Background: an optimization exercise with open tools, aiming at small area, a short achievable clock period and few clock cycles per item. Do not read the settings as production practice. Function was checked by simulation only, so behaviour that the tests miss may differ from the original. Power figures rest on the tool's default switching activity, not on a simulated workload.

==> flow/design.v, too long to show whole: its modules and the start of the top module <==
// module sd_front: 36 lines
// module sd_prod: 444 lines
// module sd_add69: 409 lines
// module sd_fa: 4 lines
// module sd_ha: 4 lines
// module sd_back: 47 lines
// module sensor_decode: 110 lines
module sensor_decode (
    input  wire        clk,
    input  wire        rst,
    input  wire        in_valid,
    output wire        in_ready,
    input  wire [15:0] in_cmd,
    input  wire [7:0]  in_len,
    input  wire [7:0]  in_b0,
    input  wire [7:0]  in_b1,
    input  wire [7:0]  in_b2,
    output reg         out_valid,
    input  wire        out_ready,
    output wire [7:0]  out_status,
    output wire [7:0]  out_unit,
    output wire [63:0] out_f64,
    output wire [15:0] out_int
);
  // ...
==> flow/flow/run.sh <==
#!/bin/bash
# Layout: the standard flow (standard.sh, unchanged synthesis), with
# ORFS's timing repair asked for more setup slack than the 35 ns clock needs,
# so that it sizes and buffers the design's real critical paths.
set -euo pipefail
cd "$(dirname "$0")/.."
bash standard.sh SETUP_SLACK_MARGIN=26.8 finish > make_finish.log 2>&1
==> flow/standard.sh <==
#!/bin/bash
# synth_recipe.tcl (not shown) runs the flow's synth.tcl, then flattens the netlist and writes it again
# the make line also repeats each setting of config.mk as NAME=value (left out here)
make -C /OpenROAD-flow-scripts/flow DESIGN_CONFIG=/design/flow/config.mk WORK_HOME=/design/flow/orfs CLKGATE_MAP_FILE= SYNTH_SCRIPT=/design/flow/synth_recipe.tcl "${@:-finish}"
==> flow/config.mk <==
export PLATFORM = sky130hd
export DESIGN_NAME = sensor_decode
export DESIGN_NICKNAME = sensor_decode
export VERILOG_FILES = /design/flow/design.v
export SDC_FILE = /design/flow/constraint.sdc
export NUM_CORES = 4
export LEC_CHECK = 0
export CAP_MARGIN = 20
export CORE_MARGIN = 2
export CORE_UTILIZATION = 40
export SLEW_MARGIN = 20
==> flow/constraint.sdc <==
create_clock -name core_clock -period 35.0 [get_ports {clk}]
set_input_delay 7.0000 -clock core_clock [delete_from_list [all_inputs] [get_ports {clk}]]
set_output_delay 7.0000 -clock core_clock [all_outputs]
set_load 0.01 [all_outputs]
==> results.yml, run 1 <==
run_status:
  status: "no timing/DRC/antenna violations"
route:
  ant_nets: 0
place:
  place_area_sq_um: 23900
  pre_cts_ws_ns: 25.78
  routabilityCongestion: 0.973
  hpwlAfterDp_microns: 55900
sta:
  setup_slack_ns: 26.84
  slew-limit-headroom_pct: 23.9
  finalCritPeriodShare_pct: 23.3
  hold_viol: 0
finish:
  clk_share_pct: 2.46
  inv_count: 295
  multi_input_area_share_pct: 62.4
  fin_area_sq_um: 24400
  clkbuf_count: 21
  seq_cells: 174
  drive_gt1_share_pct: 6.15
clock_tree:
  cts_buffers: 17
  clkLatencyLatePin_ns: 0.49
  ctsResizeCount: 100
die:
  ios: 150
  taps: 704
  die_w_microns: 239
worst_setup_path:
  arrival_ns: 1.16
  critical_path.max_stage_delay_ns: 0.43
  worst-setup-path-type: "reg2out"
  worstReg2RegEnd: "s2_e[68]$_DFFE_PP_"
power:
  internal_power_mw: 1.07
  switchingPower_mw: 1.08
  power_clock_mw: 0.192
  p_comb_share_pct: 69.6
  vdd_drop_max_v: 0.0000528
logic_synthesis:
  synth_xor_area_share_pct: 5.67
  yosysSeqAreaShare_pct: 22.5
  synth_top_family_by_area: "adder cells"
min_path:
  min_from: "s2_bad$_DFFE_PP_"
Testbench counts, summed over its fixed seeds: cycles 32,024, items 32,000.
==> inputs of run 2 (changes only) <==
==> flow/flow/run.sh (replaced) <==
#!/bin/bash
# Layout: the standard flow (standard.sh, unchanged synthesis), with
#  - the buffers that synthesis (ABC) inserted removed at floorplan, before
#    the standard repair_design sizes and buffers the netlist again;
#  - ORFS's timing repair asked for more setup slack than the 35 ns clock
#    needs, so that it sizes and buffers the design's real critical paths;
#  - every port buffered with buf_1 rather than the default buffer cell.
set -euo pipefail
cd "$(dirname "$0")/.."
bash standard.sh REMOVE_ABC_BUFFERS=1 SETUP_SLACK_MARGIN=26.9 \
    "BUFFER_PORTS_ARGS=-buffer_cell sky130_fd_sc_hd__buf_1" finish > make_finish.log 2>&1
--- a/flow/config.mk
+++ b/flow/config.mk
@@ -9,3 +9,3 @@
 export CORE_MARGIN = 2
-export CORE_UTILIZATION = 40
+export CORE_UTILIZATION = 55
 export SLEW_MARGIN = 20
==> run 2 against run 1 <==
- sequential power is essentially flat
- still clean on timing, DRC and antenna
- first-iteration DRC count grew 33%
- clock skew decreased by 0.0029 ns
- largest power group unchanged
- highest routed layer unchanged
- critical endpoint is now out_int[0]
- sequential cell count unchanged
- largest cell class unchanged
==> results.yml, run 2 <==
run_status:
  status: "no timing/DRC/antenna violations"
finish:
  largest_register_ffs: 63
  max_flop_register: "r_val"
  fill_cells: 3630
  final_common_cell: "inv_1"
  reg.largest.list: "r_val x63, s2_e x57"
  regArea_sq_um: 4980
  syn2layout_area_growth_pct: 5.91
  multi_input_area_sq_um: 15200
  drive_gt1_share_pct: 6.04
  mostFrequentLayoutCells: "inv_1 (291), nand2_1 (231), fa_1 (177)"
  nNetsFinal: 2918
logic_synthesis:
  synth_edf_count: 149
  synth.most_common_cell: "inv_1"
  syn-cell-area_sq_um: 22100
  postSynth.asyncResetShare_pct: 0
  postSynthAreaPerCell_sq_um: 8.64
  synth_ff_type: "edfxtp_1"
  synth_top_area_share_pct: 20.2
  synthTopCellsByCount: "inv_1 (293), nand2_1 (233), fa_1 (177), nor2_1 (163), edfxtp_1 (149)"
  syn_inst: 2559
  synthTopCellsByArea: "edfxtp_1 (20%), fa_1 (16%), ha_1 (5.8%), inv_1 (5.0%), xnor2_1 (4.2%)"
  ys_warn_count: 3
  yosysUniqueCellTypes: 107
  synth_top_cell_by_area: "edfxtp_1"
  yosysSeqAreaShare_pct: 22.5
  ys_ff_latch: 174
global_routing:
  grt_overflow_total: 0
  grt_pass1_wl_microns: 107000
  track_usage_pct: 33.3
  first_global_vias: 19200
  met2_usage_pct: 55.3
  antenna_found_initial: 0
  busiest_layer: "met2"
  grtUsageMet3_pct: 4.38
  grt_max_degree: 67
  grt_use_met1_pct: 42.4
route:
  drc: 0
  num_vias: 19800
  viasPerCell: 6.32
  ant_nets: 0
  post_drt_wl_per_cell_microns: 22.2
  drt_iter0_markers: 2083
  wl_microns: 69500
  drt_pre_antenna_iters: 7
sta:
  fin_setup_tns_ns: 0
  slew-limit-headroom_pct: 22.8
  hold_viol: 0
  max_freq_mhz: 125
  finalCritPeriodShare_pct: 22.9
  slew_viol_final: 0
  fin_worst_skew_ns: 0.0117
  rsz0062_at_grt: "no"
  worst_pin_slew_ns: 1.16
  hold_ws_ns: 0.426
  setup_viol: 0
  fin_crit_ns: 8.03
clock_tree:
  post_cts_buffers: 0
  cts-htree-levels: 4
  cts_buffers: 17
  path_clk_slew_ns: 0.07
  clkLatencyLatePin_ns: 0.46
  cts_tree: "yes"
  cts.sinks: 174
  clockBufferDepth: 2
  cts_root_buf: "clkbuf_16"
power:
  vdd_drop_max_v: 0.000103
  power_density_nw_per_um2: 91.4
  p_leak_nw: 9.95
worst_setup_path:
  crit_path_cell_trace: "buf_1"
  cp_top_family: "flip-flops"
  worst_setup_path_end_kind: "primary output"
  startpoint_type: "flip-flop"
  cp.required_ns: 28.00
  arrival_ns: 1.03
  crit_buf_inv: 1
  critical_path.max_stage_delay_ns: 0.42
  worst-setup-path-type: "reg2out"
  worst-path-max-fanout: 2
  slowest_stage: "edfxtp_1"
die:
  die_w_microns: 204
  rows: 73
  die_h_microns: 204
  ios: 150
  coreArea_sq_um: 39700
  die_area_sq_um: 41800
  initial_core_util_pct: 55.6
place:
  portBuffers: 136
  hpwlAfterDp_microns: 53200
  routabilityCongestion: 0.995
job:
  maxCapViolCount: 0
min_path:
  worstHoldPathType: "reg2reg"
==> run 2: cell count changes in the layout (fill, tap and decap cells not counted), sizes merged, moves of 4 or more <==
cell,previous run,this run
clkbuf,21,17
clkdlybuf4s15,15,0
clkdlybuf4s50,51,0
buf,44,177
inv,301,305
dlygate4sd2,70,0
==> run 2: cell type report <==
cell class,instances,share of cell area (%)
antenna,1,0.0107
timing repair buffer,177,3.50
inverter,295,4.73
multi-input combinational,1922,65.1
clock buffer,17,1.82
tap,525,2.81
clock inverter,15,0.764
sequential,174,21.3
==> run 2: worst reg2reg max path: cells and delay by family, from the launching register on <==
family                   cells  cell delay [ns]
adder cells (fa/ha/maj)      4             1.80
XOR/XNOR                     1             0.17
AO/OA/AOI/OAI               13             2.92
buffers and inverters        2             0.10
flip-flops                   1             0.84
AND/OR/NAND/NOR              7             1.55
==> run 2: cell families after synthesis <==
logic type | share of synthesized area (%)
buffers and inverters | 8.97
xor gates and xnor gates | 5.67
DFF | 22.5
AOI/OAI and AO/OA | 20.6
other | 0.0170
muxes | 4.30
and+or+nand+nor | 16.1
adders and majority gates | 21.9
==> run 2: what timing repair did <==
item / in CTS / in global routing
gates resized for setup: 2 / 2
endpoints found under the setup margin: 24 / 5
hold buffers: 0 / 0
==> run 2: stage by stage <==
stage	std cells	util, %	area, sq um	power, mW	setup WS (ns)
after floorplan	2391	-	21300	1.49	26.02
after global placement	3093	57.3	22800	1.88	26.03
after detailed placement	3093	57.3	22800	1.92	25.97
after CTS	3125	58.9	23400	2.12	26.95
after global routing	3125	58.9	23400	2.31	26.94
final	3126	58.9	23400	2.14	26.97
==> run 2: worst paths after layout <==
path / slack (ns) / from / cells past startpoint / end
setup / recovery: 26.97 / r_val[0]$_DFFE_PP_ / 1 / out_int[0]
hold / removal: 0.43 / s2_bad$_DFFE_PP_ / 0 / r_bad$_DFFE_PP_
setup reg to reg: 27.37 / s1_d[2]$_DFFE_PP_ / 27 / s2_e[68]$_DFFE_PP_
hold reg to reg: 0.43 / s2_bad$_DFFE_PP_ / 0 / r_bad$_DFFE_PP_
==> run 2: metal layers <==
metal  share of wire [%]  wire (microns)
met5                   0               0
met4                 5.4            3750
met3                 6.7            4670
met2                  48           33100
met1                  40           28000
==> run 2: where the power goes <==
group | total, mW | switching, mW | internal, mW
sequential | 0.460 | 0.112 | 0.349
combinational | 1.49 | 0.901 | 0.585
clock | 0.193 | 0.0959 | 0.0973
==> inputs of run 3 (changes only) <==
--- a/flow/config.mk
+++ b/flow/config.mk
@@ -11 +11,2 @@
 export SLEW_MARGIN = 20
+export SYNTH_HIERARCHICAL = 1
==> run 3 against run 2 <==
- routed wire length fell by 11%
- sequential cell count rose by 1
- final cell count fell by 10%
- clock power barely moved
- power barely moved
- area after synthesis rose by 3.5%
- maximum frequency barely moved
- global-route usage fell by 4.4 points
- die area rose by 3.4%
- hold slack improved by 0.0025 ns
- cell area fell by 1.5%
- first-iteration DRC count fell by 24%
- critical path type unchanged
==> results.yml, run 3 <==
worst_setup_path:
  worst-path-max-fanout: 2
  crit_buf_inv: 1
  arrival_ns: 1.02
  cp.required_ns: 28.00
  reg2reg_from: "s1_t$_DFFE_PP_"
  startpoint_type: "flip-flop"
  crit_path_cell_trace: "buf_1"
  rrSetupSlack_ns: 27.55
  worst_setup_path_end_kind: "primary output"
  rr_worst_depth: 23
  slowest_stage: "edfxtp_1"
  worstReg2RegEnd: "s2_o12$_DFFE_PP_"
  cp_top_family: "flip-flops"
  critical_path.max_stage_delay_ns: 0.41
  worst-setup-path-type: "reg2out"
sta:
  hold_viol: 0
  slew-limit-headroom_pct: 30.6
  rsz0062_at_grt: "no"
  fin_worst_skew_ns: 0.0174
  fin_setup_tns_ns: 0
  slew_viol_final: 0
  worst_pin_slew_ns: 1.04
  fin_crit_ns: 8.02
  finalCritPeriodShare_pct: 22.9
  max_freq_mhz: 125
  setup_viol: 0
global_routing:
  met2_usage_pct: 49.3
  busiest_layer: "met2"
  grtUsageMet3_pct: 3.23
  track_usage_pct: 28.9
  grt_max_degree: 68
  grt_pass1_wl_microns: 98700
  grt_use_met1_pct: 37.3
  first_global_vias: 17700
  grt_overflow_total: 0
  antenna_found_initial: 1
power:
  p_comb_share_pct: 70.1
  switchingPower_mw: 1.07
  clockPowerShare_pct: 9.0
  power_mw: 2.14
  p_leak_nw: 8.85
  power_density_nw_per_um2: 92.7
  internal_power_mw: 1.07
  switching_share_pct: 50.2
  vdd_drop_max_v: 0.0000449
  p_seq_share_pct: 20.9
clock_tree:
  cts_hold_buf: 0
  post_cts_buffers: 0
  ctsResizeCount: 2
  cts_tree: "yes"
  clkLatencyLatePin_ns: 0.47
  cts_buffers: 17
  cts_root_buf: "clkbuf_16"
  cts.sinks: 175
  cts-htree-levels: 4
  path_clk_slew_ns: 0.08
  clockBufferDepth: 2
logic_synthesis:
  synth.most_common_cell: "fa_1"
  yosysSeqAreaShare_pct: 21.9
  yosysUniqueCellTypes: 118
  synth_ff_type: "edfxtp_1"
  syn_inst: 2348
  syn-cell-area_sq_um: 22900
  synthTopCellsByCount: "fa_1 (201), buf_4 (176), nand2_1 (161), edfxtp_1 (150), a21oi_1 (133)"
  synthTopCellsByArea: "edfxtp_1 (20%), fa_1 (18%), ha_1 (6.6%), buf_4 (5.8%), mux2i_1 (4.7%)"
  ys_ff_latch: 175
  postSynthAreaPerCell_sq_um: 9.74
  postSynth.asyncResetShare_pct: 0
  synth_edf_count: 150
  synth_top_area_share_pct: 19.7
  ys_warn_count: 9
  synth_top_cell_by_area: "edfxtp_1"
min_path:
  min_from: "s2_bad$_DFFE_PP_"
  hold-path-endpoint: "r_bad$_DFFE_PP_"
  hold_depth: 0
  worstHoldPathType: "reg2reg"
route:
  wl_microns: 61900
  drt_pre_antenna_iters: 6
  viasPerCell: 6.30
  num_vias: 17600
  drc: 0
  ant_nets: 0
  drt_iter0_markers: 1579
  post_drt_wl_per_cell_microns: 22.1
place:
  routabilityCongestion: 0.934
  portBuffers: 136
  hpwlAfterDp_microns: 47700
die:
  rows: 74
  coreArea_sq_um: 40900
  die_area_sq_um: 43200
  initial_core_util_pct: 55.9
  ios: 150
  die_h_microns: 208
  die_w_microns: 208
run_status:
  status: "no timing/DRC/antenna violations"
finish:
  final_common_cell: "fa_1"
  nNetsFinal: 2626
  drive_gt1_share_pct: 7.99
  antenna_cells: 0
  reg.largest.list: "r_val x64, s2_e x57"
  syn2layout_area_growth_pct: 0.848
  max_flop_register: "r_val"
  largest_register_ffs: 64
  mostFrequentLayoutCells: "fa_1 (201), nand2_1 (158), edfxtp_1 (150)"
job:
  maxCapViolCount: 0
[run 3: cell types whose count changed after synthesis, moves of 39 or more]
cell	before	now
clkbuf_1	96	57
o211ai_1	51	10
inv_1	293	70
buf_4	37	176
nand2_1	233	161
nor2_1	163	110
[run 3: worst max path at each step]
stage                            start          endpoint  slack (ns)  cells past startpoint
detailed placement           out_ready  rdy$_SDFFE_PP1P_       25.95                      4
CTS                 r_val[0]$_DFFE_PP_        out_f64[0]       26.94                      1
floorplan                    out_ready    s2_a$_DFFE_PP_       26.02                      2
global route        r_val[0]$_DFFE_PP_        out_int[0]       26.93                      1
global placement             out_ready  rdy$_SDFFE_PP1P_       26.04                      4
finish              r_val[0]$_DFFE_PP_        out_f64[0]       26.98                      1
[run 3: cell type report]
type	instances	area, sq um
timing repair buffer	167	743
multi-input combinational	1819	15800
clock inverter	15	169
sequential	175	5000
tap	532	666
fill	3725	17900
clock buffer	17	425
inverter	73	277
[run 3: power by group through the flow]
stage | Sequential (mW) | Clock, mW | Combinational (mW)
floorplan | 0.433 | 0 | 1.11
global placement | 0.445 | 0 | 1.45
detailed placement | 0.446 | 0 | 1.48
CTS | 0.442 | 0.197 | 1.49
global route | 0.451 | 0.205 | 1.67
finish | 0.446 | 0.193 | 1.50
[run 3: cells by family (layout without fill, tap and decap cells)]
family                   Yosys count  in the layout  share of synthesized area (%)
buffers and inverters            366            272                           9.53
AO/OA/AOI/OAI                    539            539                           16.1
AND/OR/NAND/NOR                  640            640                           15.2
XOR/XNOR                         145            145                           5.55
adder cells (fa/ha/maj)          321            321                           24.2
other                              2             14                         0.0328
flip-flops                       175            175                           21.9
multiplexers                     160            160                           7.60
[run 3: metal layers]
| metal | share of wire, % | vias to the layer above | routed length (microns) |
|---|---|---|---|
| met2 | 49 | 691 | 30400 |
| met3 | 5.1 | 160 | 3180 |
| met1 | 42 | 8615 | 25900 |
| li1 | - | 8160 | - |
| met5 | 0 | - | 0 |
| met4 | 4.0 | 0 | 2470 |
[run 3: modules after synthesis (local to each module, per instance)]
module,cell area [sq um],flip-flops and latches,times used
sd_add69,1910,0,1
sd_fa,20.0,0,201
sd_front,1110,0,1
sd_prod,1790,0,1
sd_back,6650,0,1
sensor_decode,6110,175,1
sd_ha,12.5,0,103
[run 3: per-stage QoR]
step / setup slack, ns / hold slack [ns] / instances / utilization, % / instance area [sq um]
2_1_floorplan: 26.02 / 0.400 / 2067 / - / 21000
3_3_place_gp: 26.04 / 0.403 / 2766 / 54.9 / 22500
5_1_grt: 26.93 / 0.447 / 2798 / 56.4 / 23100
3_5_place_dp: 25.95 / 0.406 / 2766 / 54.9 / 22500
4_1_cts: 26.94 / 0.429 / 2798 / 56.4 / 23100
6_report: 26.98 / 0.428 / 2798 / 56.4 / 23100
==> inputs of run 4 (changes only) <==
==> flow/flow/run.sh (replaced) <==
#!/bin/bash
# Layout: the standard flow (standard.sh, unchanged synthesis), with
#  - ORFS's timing repair asked for more setup slack than the 35 ns clock
#    needs, so that it sizes and buffers the design's real critical paths;
#  - every port buffered with buf_1 rather than the default buffer cell.
set -euo pipefail
cd "$(dirname "$0")/.."
bash standard.sh SETUP_SLACK_MARGIN=26.9 \
    "BUFFER_PORTS_ARGS=-buffer_cell sky130_fd_sc_hd__buf_1" finish > make_finish.log 2>&1
--- a/flow/config.mk
+++ b/flow/config.mk
@@ -11,2 +11 @@
 export SLEW_MARGIN = 20
-export SYNTH_HIERARCHICAL = 1
==> run 4 against run 3 <==
- still clean on timing, DRC and antenna
- area after synthesis shrank 3.4%
- routed wire length rose by 14%
- clock power about the same
- largest power group unchanged
==> results.yml, run 4 <==
global_routing:
  grt_pass1_wl_microns: 110000
  first_global_vias: 19500
  grt_overflow_total: 0
  track_usage_pct: 34.4
  grt_max_degree: 67
  antenna_found_initial: 0
route:
  drt_iter0_markers: 2083
  wl_microns: 70700
  ant_nets: 0
  post_drt_wl_per_cell_microns: 22.6
  drt_pre_antenna_iters: 8
  viasPerCell: 6.36
  num_vias: 19900
  drc: 0
run_status:
  status: "no timing/DRC/antenna violations"
worst_setup_path:
  critical_path.max_stage_delay_ns: 0.40
  slowest_stage: "edfxtp_1"
  worst-setup-path-type: "reg2out"
  startpoint_type: "flip-flop"
  worst-path-stages: 1
  cp_top_family: "flip-flops"
  reg2reg_from: "s1_d[15]$_DFFE_PP_"
  crit_path_cell_trace: "buf_1"
  worst-path-max-fanout: 1
  arrival_ns: 1.00
  startpoint: "r_val[41]$_DFFE_PP_"
  rr_worst_depth: 24
  crit_buf_inv: 1
  cp.required_ns: 28.00
  worst_setup_path_end_kind: "primary output"
sta:
  finalCritPeriodShare_pct: 22.9
  rsz0062_at_grt: "no"
  setup_viol: 0
  fin_worst_skew_ns: 0.0122
  worst_pin_slew_ns: 1.11
  fin_setup_tns_ns: 0
  slew_viol_final: 0
  fin_crit_ns: 8.00
  slew-limit-headroom_pct: 25.4
  hold_viol: 0
  hold_ws_ns: 0.431
  setup_slack_ns: 27.00
  max_freq_mhz: 125
clock_tree:
  clockBufferDepth: 2
  post_cts_buffers: 0
  cts_tree: "yes"
  cts-htree-levels: 4
  cts_buffers: 17
  path_clk_slew_ns: 0.08
  cts.sinks: 174
  clkLatencyLatePin_ns: 0.46
  cts_root_buf: "clkbuf_16"
power:
  vdd_drop_max_v: 0.0000476
  power_density_nw_per_um2: 90.4
  p_seq_share_pct: 21.4
  clockPowerShare_pct: 9.2
  switching_share_pct: 51.2
  internal_power_mw: 1.04
  p_leak_nw: 9.99
  switchingPower_mw: 1.09
  p_comb_share_pct: 69.4
logic_synthesis:
  ys_ff_latch: 174
  synth_top_area_share_pct: 20.2
  synth_top_cell_by_area: "edfxtp_1"
  ys_warn_count: 3
  synthTopCellsByCount: "inv_1 (293), nand2_1 (233), fa_1 (177), nor2_1 (163), edfxtp_1 (149)"
  postSynth.asyncResetShare_pct: 0
  yosysSeqAreaShare_pct: 22.5
  yosysUniqueCellTypes: 107
  synthTopCellsByArea: "edfxtp_1 (20%), fa_1 (16%), ha_1 (5.8%), inv_1 (5.0%), xnor2_1 (4.2%)"
  synth_edf_count: 149
  syn-cell-area_sq_um: 22100
  synth.most_common_cell: "inv_1"
  syn_inst: 2559
  postSynthAreaPerCell_sq_um: 8.64
  synth_ff_type: "edfxtp_1"
min_path:
  min_from: "s2_bad$_DFFE_PP_"
  worstHoldPathType: "reg2reg"
  hold_depth: 0
die:
  die_area_sq_um: 41800
  die_h_microns: 204
  initial_core_util_pct: 55.6
  coreArea_sq_um: 39700
  ios: 150
  die_w_microns: 204
  rows: 73
finish:
  final_common_cell: "inv_1"
  multi_input_area_sq_um: 15200
  largest_register_ffs: 63
  mostFrequentLayoutCells: "inv_1 (291), nand2_1 (232), fa_1 (177)"
  nNetsFinal: 2927
  fill_cells: 3596
  max_flop_register: "r_val"
  drive_gt1_share_pct: 6.36
  reg.largest.list: "r_val x63, s2_e x57"
  regArea_sq_um: 4980
  antenna_cells: 0
  syn2layout_area_growth_pct: 6.25
  final_cell_count_no_fill: 3134
  fin_area_sq_um: 23500
place:
  hpwlAfterDp_microns: 54300
  portBuffers: 136
  pre_cts_ws_ns: 26.16
  routabilityCongestion: 0.994
  place_area_sq_um: 22900
  dp_cells: 3102
job:
  maxCapViolCount: 0
run 4: per-stage QoR:
step | power, mW | util (%)
after detailed placement | 1.89 | 57.5
final | 2.12 | 59.1
after floorplan | 1.53 | -
after CTS | 2.10 | 59.1
after global placement | 1.86 | 57.5
after global routing | 2.29 | 59.1
run 4: worst reg2reg max path, cell delays in order, from the launching register on:
cell	delay, ns
edfxtp_1	0.37
buf_4	0.23
nor4_1	0.36
nand2_1	0.13
or4b_1	0.53
or3_1	0.39
or3_1	0.36
a21oi_1	0.23
nor3_1	0.08
ha_1	0.30
fa_1	0.44
a21o_1	0.19
a21o_1	0.21
a2111oi_2	0.56
o32ai_1	0.16
buf_4	0.18
and4_1	0.28
o21a_1	0.22
o2111ai_1	0.24
nand3_1	0.24
a221oi_1	0.56
o21ai_0	0.35
a211oi_1	0.39
o21bai_1	0.12
xnor2_1	0.13
run 4: metal layers:
layer	vias to the layer above	GRT usage [%]	wire length, microns
li1	9075	-	-
met1	9563	42.2	27300
met2	1036	57.4	33800
met3	260	4.80	4990
met4	0	21.5	4600
met5	-	0	0
run 4: power groups by stage:
stage	logic (mW)	registers (mW)	clock network (mW)
5_1_grt	1.63	0.458	0.207
3_3_place_gp	1.41	0.450	0
2_1_floorplan	1.12	0.409	0
3_5_place_dp	1.44	0.451	0
4_1_cts	1.45	0.447	0.200
6_report	1.47	0.454	0.196
run 4: cell families (layout without fill, tap and decap cells):
logic type	after synthesis	count (layout)	share of synthesized area, %
buffers and inverters	475	513	8.97
XOR/XNOR	143	143	5.67
multiplexers	90	90	4.30
AND/OR/NAND/NOR	731	731	16.1
AO/OA/AOI/OAI	665	665	20.6
other	1	13	0.0170
flip-flops	174	174	22.5
adder cells (fa/ha/maj)	280	280	21.9
run 4: final timing paths:
path,slack (ns),endpoint
worst max-delay path,27.00,out_f64[41]
worst min-delay path,0.43,r_bad$_DFFE_PP_
worst max register to register,27.48,s2_e[68]$_DFFE_PP_
worst min register to register,0.43,r_bad$_DFFE_PP_
run 4: area by class of cell:
class,instances,share of cell area (%)
timing repair buffer,186,3.77
sequential,174,21.2
tap,525,2.80
inverter,295,4.73
clock inverter,15,0.799
multi-input combinational,1922,64.9
clock buffer,17,1.81
run 4: repair_timing:
item / 4_1_cts / 5_1_grt
hold buffers: 0 / 0
cloned: 0 / 0
setup endpoints to repair: 24 / 5
gates resized for setup: 1 / 2
hold endpoints to repair: 0 / 0
==> inputs of run 5 (changes only) <==
==> flow/flow/run.sh (replaced) <==
#!/bin/bash
# Layout: the standard flow (standard.sh, unchanged synthesis), with
#  - ORFS's timing repair asked for more setup slack than the 35 ns clock
#    needs, so that it sizes and buffers the design's real critical paths;
#  - every port buffered with buf_4 rather than the default buffer cell.
set -euo pipefail
cd "$(dirname "$0")/.."
bash standard.sh SETUP_SLACK_MARGIN=26.8 \
    "BUFFER_PORTS_ARGS=-buffer_cell sky130_fd_sc_hd__buf_4" finish > make_finish.log 2>&1
--- a/flow/config.mk
+++ b/flow/config.mk
@@ -9,3 +9,3 @@
 export CORE_MARGIN = 2
-export CORE_UTILIZATION = 55
+export CORE_UTILIZATION = 40
 export SLEW_MARGIN = 20
==> run 5 against run 4 <==
- still clean
- synthesized cell count is the same
- non-clock buffer count is 11 lower
- critical path type unchanged
- critical path depth did not move
- clock skew increased by 0.0031 ns
- power grew 1.1%
- combinational power about the same
- highest routed layer unchanged
- largest cell class unchanged
- setup slack worse by 0.050 ns
==> results.yml, run 5 <==
logic_synthesis:
  synth_edf_count: 149
  ys_warn_count: 3
  ys_ff_latch: 174
  synth_top_area_share_pct: 20.2
  yosysSeqAreaShare_pct: 22.5
  synthTopCellsByArea: "edfxtp_1 (20%), fa_1 (16%), ha_1 (5.8%), inv_1 (5.0%), xnor2_1 (4.2%)"
  yosysUniqueCellTypes: 107
  postSynth.asyncResetShare_pct: 0
  syn-cell-area_sq_um: 22100
  synthTopCellsByCount: "inv_1 (293), nand2_1 (233), fa_1 (177), nor2_1 (163), edfxtp_1 (149)"
  synth_top_cell_by_area: "edfxtp_1"
  syn_inst: 2559
  postSynthAreaPerCell_sq_um: 8.64
  synth_ff_type: "edfxtp_1"
  synth.most_common_cell: "inv_1"
worst_setup_path:
  cp.required_ns: 28.00
  rr_worst_depth: 23
  worst_setup_path_end_kind: "primary output"
  startpoint_type: "flip-flop"
  crit_buf_inv: 1
  reg2reg_from: "s1_d[15]$_DFFE_PP_"
  rrSetupSlack_ns: 27.39
  worst-path-max-fanout: 2
  arrival_ns: 1.05
  slowest_stage: "edfxtp_1"
  cp_top_family: "flip-flops"
  worstReg2RegEnd: "s2_e[68]$_DFFE_PP_"
  worst-setup-path-type: "reg2out"
  critical_path.max_stage_delay_ns: 0.41
  crit_path_cell_trace: "buf_4"
clock_tree:
  clkLatencyLatePin_ns: 0.48
  cts.sinks: 174
  cts_tree: "yes"
  cts_root_buf: "clkbuf_16"
  cts_hold_buf: 0
  path_clk_slew_ns: 0.06
  cts-htree-levels: 4
  clockBufferDepth: 2
  cts_buffers: 17
finish:
  drive_gt1_share_pct: 11.2
  largest_register_ffs: 63
  multi_input_area_sq_um: 15200
  regArea_sq_um: 4980
  max_flop_register: "r_val"
  fill_cells: 5452
  reg.largest.list: "r_val x63, s2_e x57"
  antenna_cells: 0
  final_core_util_pct: 43.9
  syn2layout_area_growth_pct: 9.00
  mostFrequentLayoutCells: "inv_1 (291), nand2_1 (231), fa_1 (177)"
  nNetsFinal: 2916
  final_common_cell: "inv_1"
route:
  highest_layer: "met4"
  wl_met1_microns: 29200
  drt_pre_antenna_iters: 7
  post_drt_wl_per_cell_microns: 21.5
  wl_met3_microns: 4510
  drc: 0
  dr_wl_met2_microns: 33400
  wl_microns: 71000
  drt_iter0_markers: 1516
  ant_nets: 0
  num_vias: 19300
  viasPerCell: 5.85
min_path:
  worstHoldPathType: "reg2reg"
  min_from: "s2_bad$_DFFE_PP_"
  hold_depth: 0
  hold-path-endpoint: "r_bad$_DFFE_PP_"
power:
  power_density_nw_per_um2: 89.1
  p_leak_nw: 10.4
  vdd_drop_max_v: 0.0000591
  power_mw: 2.15
sta:
  worst_pin_slew_ns: 1.11
  hold_viol: 0
  rsz0062_at_grt: "no"
  fin_setup_tns_ns: 0
  slew-limit-headroom_pct: 25.6
  finalCritPeriodShare_pct: 23.0
  fin_worst_skew_ns: 0.0153
  fin_crit_ns: 8.05
  setup_viol: 0
  slew_viol_final: 0
  max_freq_mhz: 124
die:
  ios: 150
  rows: 86
  die_h_microns: 239
  die_w_microns: 239
  initial_core_util_pct: 40.3
  coreArea_sq_um: 54900
  die_area_sq_um: 57200
global_routing:
  first_global_vias: 19300
  grt_pass1_wl_microns: 110000
  grt_max_degree: 67
  grt_overflow_total: 0
  track_usage_pct: 25.1
  antenna_found_initial: 0
job:
  maxCapViolCount: 0
place:
  routabilityCongestion: 0.989
  portBuffers: 136
  hpwlAfterDp_microns: 54800
run_status:
  status: "no timing/DRC/antenna violations"
[run 5: kinds of logic (layout without fill, tap and decap cells)]
family / Yosys count / in the layout / synth area share, %
flops: 174 / 174 / 22.5
other cells: 1 / 13 / 0.0170
mux: 90 / 90 / 4.30
fa+ha+maj: 280 / 280 / 21.9
compound gates: 665 / 665 / 20.6
simple gates: 731 / 731 / 16.1
buf+inv: 475 / 502 / 8.97
xor+xnor: 143 / 143 / 5.67
[run 5: per-layer routing]
| layer | GRT usage (%) | up-vias |
|---|---|---|
| met5 | 0 | - |
| met3 | 3.75 | 202 |
| met1 | 31.7 | 9295 |
| li1 | - | 9041 |
| met2 | 41.6 | 789 |
| met4 | 13.2 | 0 |
[run 5: layout make-up]
type / count / area share [%]
sequential: 174 / 20.7
tap: 704 / 3.66
inverter: 295 / 4.61
timing repair buffer: 175 / 5.48
multi-input combinational: 1922 / 63.3
clock inverter: 12 / 0.421
clock buffer: 20 / 1.90
[run 5: worst max path at each step]
stage | start | endpoint | slack (ns) | cells after the start
final | r_val[8]$_DFFE_PP_ | out_f64[8] | 26.95 | 1
after global routing | s1_d[15]$_DFFE_PP_ | s2_e[68]$_DFFE_PP_ | 26.88 | 23
after CTS | r_val[8]$_DFFE_PP_ | out_f64[8] | 26.91 | 1
after detailed placement | out_ready | rdy$_SDFFE_PP1P_ | 26.19 | 4
after global placement | out_ready | rdy$_SDFFE_PP1P_ | 26.20 | 4
after floorplan | out_ready | r_bad$_DFFE_PP_ | 26.48 | 2
[run 5: per-stage QoR]
step	hold slack [ns]	worst slack (ns)	cell area, sq um	cells
after floorplan	0.400	26.48	22200	2571
final	0.432	26.95	24100	3302
after global placement	0.408	26.20	23500	3269
after global routing	0.437	26.88	24100	3302
after CTS	0.437	26.91	24100	3301
after detailed placement	0.421	26.19	23500	3269
[run 5: where the power goes]
part	internal, mW	switching (mW)	leakage [nW]
Combinational	0.621	0.878	8.34
Clock	0.0961	0.0864	0.274
Sequential	0.349	0.117	1.80
Total	1.07	1.08	10.4
[run 5: what timing repair did]
action / in CTS / in global routing
resized for setup: 1 / 2
hold endpoints to repair: 0 / 0
endpoints found under the setup margin: 1 / 9
pin swaps: 0 / 0
buffers inserted: 0 / 0
==> inputs of run 6 (changes only) <==
==> flow/flow/run.sh (replaced) <==
#!/bin/bash
# Layout: the standard flow (standard.sh, unchanged synthesis), with
#  - ORFS's timing repair asked for more setup slack than the 35 ns clock
#    needs, so that it sizes and buffers the design's real critical paths;
#  - every port buffered with buf_2 rather than the default buffer cell.
set -euo pipefail
cd "$(dirname "$0")/.."
bash standard.sh SETUP_SLACK_MARGIN=26.9 \
    "BUFFER_PORTS_ARGS=-buffer_cell sky130_fd_sc_hd__buf_2" finish > make_finish.log 2>&1
==> run 6 against run 5 <==
- still clean
- clock-buffer cell count shrank 2
- hold slack gained 0.00093 ns
- critical path depth is the same
- via count is essentially flat
- routed wire length shrank 2.2%
- synthesized cell count is the same
- die area is the same
- maximum frequency grew 0.43%
- sequential cell count is the same
- critical path type unchanged
- critical endpoint is now out_int[3]
- largest cell class unchanged
==> results.yml, run 6 <==
worst_setup_path:
  slowest_stage: "edfxtp_1"
  crit_buf_inv: 1
  worst_setup_path_end_kind: "primary output"
  rr_worst_depth: 24
  worst-path-stages: 1
  worst-path-max-fanout: 2
  crit_path_cell_trace: "buf_2"
  worst-setup-path-type: "reg2out"
  startpoint_type: "flip-flop"
  cp_top_family: "flip-flops"
  cp.required_ns: 28.00
  arrival_ns: 1.02
  critical_path.max_stage_delay_ns: 0.39
sta:
  finalCritPeriodShare_pct: 22.9
  hold_ws_ns: 0.433
  fin_worst_skew_ns: 0.0120
  slew-limit-headroom_pct: 26.9
  fin_crit_ns: 8.02
  setup_slack_ns: 26.98
  slew_viol_final: 0
  worst_pin_slew_ns: 1.09
  max_freq_mhz: 125
  setup_viol: 0
  rsz0062_at_grt: "no"
  fin_setup_tns_ns: 0
  hold_viol: 0
finish:
  largest_register_ffs: 63
  nNetsFinal: 2919
  fin_area_sq_um: 23800
  antenna_cells: 0
  final_common_cell: "inv_1"
  reg.largest.list: "r_val x63, s2_e x57"
  max_flop_register: "r_val"
  syn2layout_area_growth_pct: 7.69
  mostFrequentLayoutCells: "inv_1 (291), nand2_1 (231), fa_1 (177)"
  drive_gt1_share_pct: 11.3
  final_core_util_pct: 43.4
job:
  maxCapViolCount: 0
clock_tree:
  cts-htree-levels: 4
  clkLatencyLatePin_ns: 0.48
  cts_hold_buf: 0
  cts_tree: "yes"
  cts_root_buf: "clkbuf_16"
  cts_buffers: 17
  clockBufferDepth: 2
  cts.sinks: 174
  path_clk_slew_ns: 0.07
logic_synthesis:
  synthTopCellsByArea: "edfxtp_1 (20%), fa_1 (16%), ha_1 (5.8%), inv_1 (5.0%), xnor2_1 (4.2%)"
  yosysUniqueCellTypes: 107
  synthTopCellsByCount: "inv_1 (293), nand2_1 (233), fa_1 (177), nor2_1 (163), edfxtp_1 (149)"
  ys_warn_count: 3
  synth_edf_count: 149
  yosysSeqAreaShare_pct: 22.5
  synth_top_area_share_pct: 20.2
  synth.most_common_cell: "inv_1"
  syn_inst: 2559
  synth_top_cell_by_area: "edfxtp_1"
  ys_ff_latch: 174
  postSynth.asyncResetShare_pct: 0
  synth_ff_type: "edfxtp_1"
  syn-cell-area_sq_um: 22100
  postSynthAreaPerCell_sq_um: 8.64
global_routing:
  first_global_vias: 19300
  antenna_found_initial: 1
  grt_overflow_total: 0
  grt_max_degree: 64
  grt_pass1_wl_microns: 109000
  track_usage_pct: 24.7
place:
  routabilityCongestion: 0.981
  place_area_sq_um: 23200
  hpwlAfterDp_microns: 53500
  portBuffers: 136
  pre_cts_ws_ns: 26.16
route:
  post_drt_wl_per_cell_microns: 21.0
  drc: 0
  wl_microns: 69400
  wl_met1_microns: 29000
  wl_met3_microns: 4480
  drt_iter0_markers: 1608
  dr_wl_met2_microns: 32200
  viasPerCell: 5.85
  ant_nets: 0
  highest_layer: "met5"
  num_vias: 19300
  drt_pre_antenna_iters: 6
die:
  die_area_sq_um: 57200
  initial_core_util_pct: 40.3
  ios: 150
  rows: 86
  die_w_microns: 239
  die_h_microns: 239
  coreArea_sq_um: 54900
power:
  p_leak_nw: 10.3
  power_density_nw_per_um2: 89.5
  vdd_drop_max_v: 0.0000490
min_path:
  hold_depth: 0
  worstHoldPathType: "reg2reg"
run_status:
  status: "no timing/DRC/antenna violations"
## run 6: worst register-to-register path, cell delays in order, from the launching register on
cell and delay (ns):
edfxtp_1 0.38, buf_4 0.23, nor4_1 0.36, nand2_1 0.16
or4b_1 0.53, or3_1 0.38, or3_1 0.37, a21oi_1 0.22
nor3_1 0.08, ha_1 0.31, fa_1 0.43, a21o_1 0.19
a21o_1 0.20, a2111oi_1 0.64, o32ai_1 0.18, buf_4 0.18
and4_1 0.27, o21a_1 0.22, o2111ai_1 0.24, nand3_1 0.23
a221oi_1 0.50, o21ai_0 0.26, a211oi_1 0.37, o21bai_1 0.16
xnor2_1 0.15
## run 6: power breakdown
group          total [mW]  switching [mW]  internal (mW)
registers           0.460           0.112          0.349
clock network       0.195          0.0877          0.107
logic                1.47           0.877          0.597
total                2.13            1.08           1.05
## run 6: final timing paths
| kind | startpoint | endpoint | slack (ns) |
|---|---|---|---|
| setup / recovery | r_val[3]$_DFFE_PP_ | out_int[3] | 26.98 |
| hold / removal | s2_bad$_DFFE_PP_ | r_bad$_DFFE_PP_ | 0.43 |
| setup reg to reg | s1_d[15]$_DFFE_PP_ | s2_e[68]$_DFFE_PP_ | 27.48 |
| hold reg to reg | s2_bad$_DFFE_PP_ | r_bad$_DFFE_PP_ | 0.43 |
## run 6: cells by family after synthesis
kind of cell / share of synthesized area, %
other: 0.0170
DFF: 22.5
xor gates and xnor gates: 5.67
AOI/OAI and AO/OA: 20.6
buffers and inverters: 8.97
and+or+nand+nor: 16.1
adders and majority gates: 21.9
muxes: 4.30
## run 6: what timing repair did
action	CTS	global route
endpoints found under the setup margin	23	1
resized for setup	1	1
setup buffers	0	3
## run 6: layout make-up
cell class,count,area [sq um]
clock buffer,18,429
clock inverter,14,168
fill,5470,31100
inverter,295,1110
multi-input combinational,1922,15200
sequential,174,4980
tap,704,881
timing repair buffer,178,1000
## run 6: metrics by stage
step | instances | total power [mW]
6_report | 3305 | 2.13
5_1_grt | 3305 | 2.31
4_1_cts | 3301 | 2.12
3_5_place_dp | 3269 | 1.91
3_3_place_gp | 3269 | 1.88
2_1_floorplan | 2571 | 1.53
## run 6: per-layer routing
layer / up-vias / GRT usage, %
met5: - / 0
li1: 9042 / -
met4: 2 / 13.3
met1: 9266 / 31.7
met2: 812 / 40.1
met3: 202 / 3.81
==> module sd_front, before the edit <==
module sd_front (
    input  wire [15:0] raw,
    input  wire        temp,
    input  wire        ntemp,    
    input  wire        hum,
    output wire [68:0] e,
    output wire        n
);
    wire [15:0] m;
    assign m[0]  = raw >= 16'd2;
    assign m[1]  = raw >= 16'd3;
    assign m[2]  = raw >= 16'd6;
    assign m[3]  = raw >= 16'd12;
    assign m[4]  = raw >= 16'd24;
    assign m[5]  = raw >= 16'd47;
    assign m[6]  = raw >= 16'd94;
    assign m[7]  = raw >= 16'd187;
    assign m[8]  = raw >= 16'd373;
    assign m[9]  = raw >= 16'd746;
    assign m[10] = raw >= 16'd1492;
    assign m[11] = raw >= 16'd2984;
    assign m[12] = raw >= 16'd5968;
    assign m[13] = raw >= 16'd11935;
    assign m[14] = raw >= 16'd23870;
    assign m[15] = raw >= 16'd47739;
    wire [15:0] mt = m & {16{temp}};
    assign n = temp ? (raw < 16'd17474) : (raw < 16'd3146);
    wire [68:0] x, y, q;
    sd_prod  u_prod (.raw(raw), .temp(temp), .ntemp(ntemp), .hum(hum), .mt(mt), .x(x), .y(y));
    sd_add69 u_add  (.a(x), .b(y), .s(q));
    wire        tie = temp & mt[0] & ~|(q[15:0] & mt);
    wire [16:0] at  = {mt, 1'b1} & ~{1'b0, mt};
    wire [16:0] el  = (q[16:0] & ~{1'b0, mt} & ~(at & {17{tie}}))
                    | {1'b0, mt[15:14], 14'd0};
    assign e = {q[68:17], el};
endmodule
==> module sd_back, before the edit <==
module sd_back (
    input  wire [68:12] e,
    input  wire         o12,
    input  wire         n,
    output wire [63:0]  y
);
    wire [21:0] top = e[68:47] ^ {22{n}};
    reg  [4:0]  lz;
    integer i;
    always @* begin
        lz = 5'd21;
        for (i = 0; i < 22; i = i + 1)
            if (top[i]) lz = 21 - i;
    end
    wire [68:0]  ex0 = {e, 12'd0};
    wire [68:0]  s8  = ({69{lz[4]}} & {ex0[52:0], 16'd0}) | ({69{lz[3]}} & {ex0[60:0], 8'd0})
                     | ({69{~lz[4] & ~lz[3]}} & ex0);
    wire [68:0]  s4  = lz[2] ? {s8[64:0], 4'd0} : s8;
    wire [68:0]  s2  = lz[1] ? {s4[66:0], 2'd0} : s4;
    wire [68:15] s1  = lz[0] ? s2[67:14]        : s2[68:15];
    wire [2:0]  hi3 = e[14:12];
    wire        z   = ~(o12 | (hi3[0] & (lz <= 5'd2)) | (hi3[1] & (lz <= 5'd1))
                          | (hi3[2] & (lz == 5'd0)));
    wire [53:0] v   = s1 ^ {54{n}};
    wire        stk = ~z;
    wire        grd = v[0] ^ (n & z);
    wire        ca  = n & z & v[0];
    wire        inc = ca | (grd & (stk | v[1]));
    wire [10:0] ex  = 11'd1030 - {6'd0, lz};
    wire [51:0] m   = v[52:1];
    reg  [51:0] pa [0:6];
    reg  [51:0] c;
    integer k, d;
    always @* begin
        pa[0] = m;
        for (d = 0; d < 6; d = d + 1) begin
            pa[d+1] = pa[d];
            for (k = 0; k < 52; k = k + 1)
                if (((k >> d) & 1) == 1)
                    pa[d+1][k] = pa[d][k] & pa[d][((k >> d) << d) - 1];
        end
        c[0] = inc;
        for (k = 1; k < 52; k = k + 1)
            c[k] = inc & pa[6][k-1];
    end
    assign y = {n, ex, m ^ c};
endmodule
==> module sensor_decode, before the edit <==
module sensor_decode (
    input  wire        clk,
    input  wire        rst,
    input  wire        in_valid,
    output wire        in_ready,
    input  wire [15:0] in_cmd,
    input  wire [7:0]  in_len,
    input  wire [7:0]  in_b0,
    input  wire [7:0]  in_b1,
    input  wire [7:0]  in_b2,
    output reg         out_valid,
    input  wire        out_ready,
    output wire [7:0]  out_status,
    output wire [7:0]  out_unit,
    output wire [63:0] out_f64,
    output wire [15:0] out_int
);
    wire        is_dec = (in_cmd[15:10] == 6'b001000) && (in_cmd[7:0] == 8'd0);
    wire [1:0]  op     = in_cmd[9:8];
    wire        len_ok = op[1] ? (in_len == 8'd3) : (in_len == 8'd2);
    wire [15:0] opnd   = {op[1] ? in_b2 : in_b0,
                          in_b1[7:4], in_b1[3:2] & ~{2{op[1] & op[0]}}, in_b1[1:0]};
    reg         s1_v, s2_v, sk_v, rdy;
    reg  [15:0] s1_d, sk_d;
    reg         s1_t, s1_nt, s1_h, s1_a, sk_t, sk_h, sk_a;
    reg         s1_bad, sk_bad;
    wire   en3  = ~out_valid | out_ready;
    wire   en2  = ~s2_v | en3;
    wire   en1  = ~s1_v | en2;
    assign in_ready = rdy;
    wire   take     = in_valid & ~sk_v & is_dec;    
    wire   i_t = (op == 2'd1), i_h = (op == 2'd0), i_a = op[1];
    always @(posedge clk) begin
        if (rst) begin
            s1_v <= 1'b0;
            sk_v <= 1'b0;
            rdy  <= 1'b1;
        end else if (en1) begin
            s1_v <= sk_v | take;
            sk_v <= 1'b0;
            rdy  <= 1'b1;
        end else if (take) begin
            sk_v <= 1'b1;
            rdy  <= 1'b0;
        end
    end
    always @(posedge clk) begin
        if (en1) begin
            s1_d   <= sk_v ? sk_d   : opnd;
            s1_t   <= sk_v ? sk_t   : i_t;
            s1_nt  <= sk_v ? ~sk_t  : ~i_t;
            s1_h   <= sk_v ? sk_h   : i_h;
            s1_a   <= sk_v ? sk_a   : i_a;
            s1_bad <= sk_v ? sk_bad : ~len_ok;
        end
        if (~sk_v) begin
            sk_d   <= opnd;
            sk_t   <= i_t;
            sk_h   <= i_h;
            sk_a   <= i_a;
            sk_bad <= ~len_ok;
        end
    end
    wire [68:0] f_e;
    wire        f_n;
    sd_front u_front (.raw(s1_d), .temp(s1_t), .ntemp(s1_nt), .hum(s1_h), .e(f_e), .n(f_n));
    reg  [68:12] s2_e;           
    reg         s2_o12;          
    reg         s2_n;
    reg         s2_t, s2_a;
    reg         s2_bad;
    always @(posedge clk) begin
        if (rst)
            s2_v <= 1'b0;
        else if (en2)
            s2_v <= s1_v;
    end
    always @(posedge clk) begin
        if (en2) begin
            s2_e   <= {f_e[68:32], s1_a ? {4'd0, s1_d[3:0], s1_d[15:8]} : f_e[31:16], f_e[15:12]};
            s2_o12 <= |f_e[11:0];
            s2_n   <= f_n;
            s2_t   <= s1_t;
            s2_a   <= s1_a;
            s2_bad <= s1_bad;
        end
    end
    wire [63:0] b_y;
    sd_back u_back (.e(s2_e), .o12(s2_o12), .n(s2_n), .y(b_y));
    reg  [63:0] r_val;           
    reg  [1:0]  r_unit;
    reg         r_bad;
    always @(posedge clk) begin
        if (rst)
            out_valid <= 1'b0;
        else if (en3)
            out_valid <= s2_v;
    end
    always @(posedge clk) begin
        if (en3) begin
            r_val  <= {b_y[63:16], s2_a ? s2_e[31:16] : b_y[15:0]};
            r_unit <= {s2_a, ~s2_t};
            r_bad  <= s2_bad;
        end
    end
    assign out_status = {6'd0, r_bad, 1'b0};
    assign out_unit   = {6'd0, r_unit};
    assign out_f64    = r_val;
    assign out_int    = r_val[15:0];
endmodule
==> inputs of run 7 (changes only) <==
--- a/flow/design.v
+++ b/flow/design.v
@@ -26,3 +26,3 @@
     wire [15:0] mt = m & {16{temp}};
-    assign n = temp ? (raw < 16'd17474) : (raw < 16'd3146);
+    assign n = temp ? (raw < 16'd17474) : hum & (raw < 16'd3146);
     wire [68:0] x, y, q;
@@ -927,17 +927,22 @@
     wire [51:0] m   = v[52:1];
-    reg  [51:0] pa [0:6];
-    reg  [51:0] c;
-    integer k, d;
-    always @* begin
-        pa[0] = m;
-        for (d = 0; d < 6; d = d + 1) begin
-            pa[d+1] = pa[d];
-            for (k = 0; k < 52; k = k + 1)
-                if (((k >> d) & 1) == 1)
-                    pa[d+1][k] = pa[d][k] & pa[d][((k >> d) << d) - 1];
+    wire [6:0]  ba;                               
+    wire [6:0]  bc;                               
+    wire [51:0] c;
+    genvar gb, gk;
+    generate
+        for (gb = 0; gb < 7; gb = gb + 1) begin : g_b
+            localparam integer LO = gb * 8;
+            localparam integer HI = (gb * 8 + 7 > 51) ? 51 : gb * 8 + 7;
+            assign ba[gb] = &m[HI:LO];
+            if (gb == 0) begin : g_c0
+                assign bc[gb] = inc;
+            end else begin : g_cn
+                assign bc[gb] = bc[gb-1] & ba[gb-1];
+            end
+            assign c[LO] = bc[gb];
+            for (gk = LO + 1; gk <= HI; gk = gk + 1) begin : g_k
+                assign c[gk] = c[gk-1] & m[gk-1];
+            end
         end
-        c[0] = inc;
-        for (k = 1; k < 52; k = k + 1)
-            c[k] = inc & pa[6][k-1];
-    end
+    endgenerate
     assign y = {n, ex, m ^ c};
@@ -1044,3 +1049,3 @@
         if (en3) begin
-            r_val  <= {b_y[63:16], s2_a ? s2_e[31:16] : b_y[15:0]};
+            r_val  <= b_y;
             r_unit <= {s2_a, ~s2_t};
==> flow/flow/run.sh (replaced) <==
#!/bin/bash
# Layout: the standard flow (standard.sh, unchanged synthesis), with
#  - the buffers that synthesis (ABC) inserted removed at floorplan, before
#    the standard repair_design sizes and buffers the netlist again;
#  - ORFS's timing repair asked for more setup slack than the 35 ns clock
#    needs, so that it sizes and buffers the design's real critical paths;
#  - every port buffered with buf_1 rather than the default buffer cell.
set -euo pipefail
cd "$(dirname "$0")/.."
bash standard.sh REMOVE_ABC_BUFFERS=1 SETUP_SLACK_MARGIN=26.9 \
    "BUFFER_PORTS_ARGS=-buffer_cell sky130_fd_sc_hd__buf_1" finish > make_finish.log 2>&1
--- a/flow/config.mk
+++ b/flow/config.mk
@@ -9,3 +9,4 @@
 export CORE_MARGIN = 2
-export CORE_UTILIZATION = 40
+export CORE_UTILIZATION = 55
 export SLEW_MARGIN = 20
+export SYNTH_HIERARCHICAL = 1
==> run 7 against run 6 <==
- sequential share of layout area rose by 0.96 points
- register-to-register slack improved by 0.14 ns
- sequential cell count rose by 1
- utilization rose by 13 points
- combinational power fell by 3%
- non-clock buffer count rose by 2
- maximum frequency fell by 0.11%
- clock skew barely moved
- area after synthesis rose by 1.9%
- cell area fell by 3.8%
- critical endpoint is now out_f64[1]
- hold slack got worse by 0.010 ns
- clock power barely moved
==> results.yml, run 7 <==
route:
  drt_pre_antenna_iters: 5
  drt_iter0_markers: 1464
  drc: 0
  ant_nets: 0
  wl_microns: 64900
  post_drt_wl_per_cell_microns: 23.6
  num_vias: 17800
  viasPerCell: 6.45
global_routing:
  grt_max_degree: 66
  met2_usage_pct: 50.8
  antenna_found_initial: 1
  first_global_vias: 17400
  grt_overflow_total: 0
  track_usage_pct: 30.9
  busiest_layer: "met2"
  grt_pass1_wl_microns: 100000
  grt_use_met1_pct: 41.4
  grtUsageMet3_pct: 3.12
logic_synthesis:
  ys_warn_count: 8
  synthTopCellsByArea: "edfxtp_1 (20%), fa_1 (18%), ha_1 (9.1%), buf_4 (5.8%), mux2i_1 (2.8%)"
  ys_ff_latch: 175
  synth_top_cell_by_area: "edfxtp_1"
  synth.most_common_cell: "fa_1"
  synth_ff_type: "edfxtp_1"
  syn_inst: 2284
  syn-cell-area_sq_um: 22500
  synthTopCellsByCount: "fa_1 (201), buf_4 (174), ha_1 (164), edfxtp_1 (150), nand2_1 (144)"
  yosysUniqueCellTypes: 114
  synth_top_area_share_pct: 20.0
  yosysSeqAreaShare_pct: 22.2
  synth_edf_count: 150
  postSynth.asyncResetShare_pct: 0
  postSynthAreaPerCell_sq_um: 9.86
run_status:
  status: "no timing/DRC/antenna violations"
die:
  initial_core_util_pct: 55.4
  die_area_sq_um: 42600
  die_h_microns: 206
  coreArea_sq_um: 40600
  die_w_microns: 206
  ios: 150
  rows: 74
finish:
  drive_gt1_share_pct: 8.51
  syn2layout_area_growth_pct: 1.62
  reg.largest.list: "r_val x64, s2_e x57"
  mostFrequentLayoutCells: "fa_1 (201), ha_1 (164), edfxtp_1 (150)"
  final_common_cell: "fa_1"
  largest_register_ffs: 64
  max_flop_register: "r_val"
  fill_cells: 3588
  nNetsFinal: 2626
worst_setup_path:
  cp_top_family: "flip-flops"
  crit_buf_inv: 1
  arrival_ns: 1.03
  rr_worst_depth: 26
  cp-endpoint: "out_f64[1]"
  slowest_stage: "edfxtp_1"
  critical_path.max_stage_delay_ns: 0.42
  worst-setup-path-type: "reg2out"
  crit_path_cell_trace: "buf_1"
  startpoint: "r_val[1]$_DFFE_PP_"
  rrSetupSlack_ns: 27.62
  reg2reg_from: "s2_n$_DFFE_PP_"
  cp.required_ns: 28.00
  worst-path-max-fanout: 2
  worstReg2RegEnd: "r_val[30]$_DFFE_PP_"
  startpoint_type: "flip-flop"
  worst-path-stages: 1
  worst_setup_path_end_kind: "primary output"
place:
  hpwlAfterDp_microns: 49800
  portBuffers: 136
  routabilityCongestion: 0.942
power:
  p_seq_share_pct: 21.7
  p_comb_share_pct: 68.8
  switching_share_pct: 50.3
  power_density_nw_per_um2: 90.7
  vdd_drop_max_v: 0.0000520
  clockPowerShare_pct: 9.5
  p_leak_nw: 8.99
  power_mw: 2.08
  switchingPower_mw: 1.04
  internal_power_mw: 1.03
clock_tree:
  ctsResizeCount: 0
  clockBufferDepth: 2
  cts_buffers: 17
  cts_root_buf: "clkbuf_16"
  path_clk_slew_ns: 0.08
  cts-htree-levels: 4
  clkLatencyLatePin_ns: 0.46
  cts_tree: "yes"
  cts.sinks: 175
sta:
  fin_setup_tns_ns: 0
  hold_viol: 0
  slew_viol_final: 0
  fin_worst_skew_ns: 0.0124
  hold_ws_ns: 0.422
  slew-limit-headroom_pct: 32.5
  finalCritPeriodShare_pct: 22.9
  fin_crit_ns: 8.03
  worst_pin_slew_ns: 1.01
  max_freq_mhz: 125
  rsz0062_at_grt: "no"
  setup_viol: 0
min_path:
  worstHoldPathType: "reg2reg"
job:
  maxCapViolCount: 0
-- run 7: cell count changes after synthesis, sizes merged, moves of 21 or more --
cell and change:
buf +137, nor2 -50, o211ai -29, xnor2 -42, nor2b +22, nand2 -89
a211oi +22, fa +24, clkbuf -31, ha +62, inv -222, a22o +21
nand3 -35, o21ai -43
-- run 7: worst min path at each step --
| stage | from | endpoint | slack [ns] | depth (start not counted) |
|---|---|---|---|---|
| 6_report | s2_a$_DFFE_PP_ | r_unit[1]$_DFFE_PP_ | 0.42 | 0 |
| 4_1_cts | s2_a$_DFFE_PP_ | r_unit[1]$_DFFE_PP_ | 0.42 | 0 |
| 3_3_place_gp | s2_a$_DFFE_PP_ | r_unit[1]$_DFFE_PP_ | 0.40 | 0 |
| 2_1_floorplan | s2_bad$_DFFE_PP_ | r_bad$_DFFE_PP_ | 0.40 | 0 |
| 3_5_place_dp | s2_a$_DFFE_PP_ | r_unit[1]$_DFFE_PP_ | 0.41 | 0 |
| 5_1_grt | s2_a$_DFFE_PP_ | r_unit[1]$_DFFE_PP_ | 0.43 | 0 |
-- run 7: per-layer routing --
metal,vias to the layer above,wire [microns]
li1,8142,-
met2,710,31400
met4,0,2460
met3,153,3340
met5,-,0
met1,8773,27700
-- run 7: what timing repair did --
action,in CTS,in global routing
hold buffers,0,0
buffers inserted,0,3
endpoints found under the setup margin,0,2
-- run 7: cell type report --
| cell class | count | area, sq um | share of cell area, % |
|---|---|---|---|
| Clock buffer | 17 | 425 | 1.86 |
| Antenna cell | 1 | 2.50 | 0.0109 |
| Sequential cell | 175 | 5000 | 21.9 |
| Inverter | 76 | 285 | 1.25 |
| Timing Repair Buffer | 180 | 861 | 3.76 |
| Multi-Input combinational cell | 1759 | 15500 | 67.5 |
| Clock inverter | 15 | 188 | 0.820 |
| Tap cell | 532 | 666 | 2.91 |
-- run 7: Yosys stat by module (local to each module, per instance) --
module         cell area (sq um)  cells
sd_ha                       12.5      1
sd_fa                       20.0      1
sd_add69                    1910    293
sd_front                    1180    187
sensor_decode               5920    300
sd_prod                     1790    268
sd_back                     6420    932
-- run 7: kinds of logic after synthesis --
family	count (synthesis)	synth area share, %
compound gates	615	19.8
simple gates	579	13.5
fa+ha+maj	365	27.0
buf+inv	362	9.44
flops	175	22.2
mux	100	4.72
xor+xnor	86	3.34
other cells	2	0.0333
-- run 7: power groups by stage --
| stage | clock network (mW) | registers, mW | logic (mW) |
|---|---|---|---|
| floorplan | 0 | 0.441 | 0.999 |
| global placement | 0 | 0.450 | 1.38 |
| detailed placement | 0 | 0.450 | 1.40 |
| CTS | 0.200 | 0.446 | 1.41 |
| global route | 0.207 | 0.458 | 1.58 |
| finish | 0.196 | 0.451 | 1.43 |
-- run 7: per-stage QoR --
| step | util [%] | setup slack, ns | instance area, sq um | cells |
|---|---|---|---|---|
| finish | 56.3 | 26.97 | 22900 | 2755 |
| global route | 56.3 | 26.93 | 22900 | 2754 |
| CTS | 56.2 | 26.94 | 22800 | 2751 |
| detailed placement | 54.7 | 26.59 | 22200 | 2719 |
| global placement | 54.6 | 26.01 | 22200 | 2717 |
| floorplan | - | 26.02 | 20700 | 2010 |
Testbench counts of run 7, summed over its fixed seeds: cycles 32,024, items 32,000.

port drivers added, routing unchanged:
How much do the figures lean on ideal ports? The routed layouts below were timed once more, with nothing changed but the port constraints. Step 1 assumes that a clkbuf_16 drives the clock port and a buf_2 every other input. Step 2, shift: input delay + t, output delay - t, t = (earliest + latest rising clock arrival at the registers) / 2. This alone moves slack from input paths to output paths. Slacks: no drivers / after step 1 / after step 2; pairs: no drivers / after step 1.
| run | t (ns) | setup WS [ns] | cell pins on the clock port's net |
|---|---|---|---|
| run 1 | 0.532 | 26.842 / 26.790 / 26.414 | 1 |
| run 2 | 0.508 | 26.973 / 26.917 / 26.657 | 1 |
| run 3 | 0.513 | 26.979 / 26.928 / 26.599 | 1 |
| run 4 | 0.517 | 26.998 / 26.937 / 26.591 | 1 |
| run 5 | 0.532 | 26.948 / 26.892 / 26.626 | 1 |
| run 6 | 0.531 | 26.982 / 26.927 / 26.608 | 1 |
| run 7 | 0.506 | 26.973 / 26.920 / 26.558 | 1 |
After both steps setup and hold are still met in every run listed. The setup slack of run 1, which loses most, moves by -0.052 ns with the drivers and by -0.428 ns with both steps.
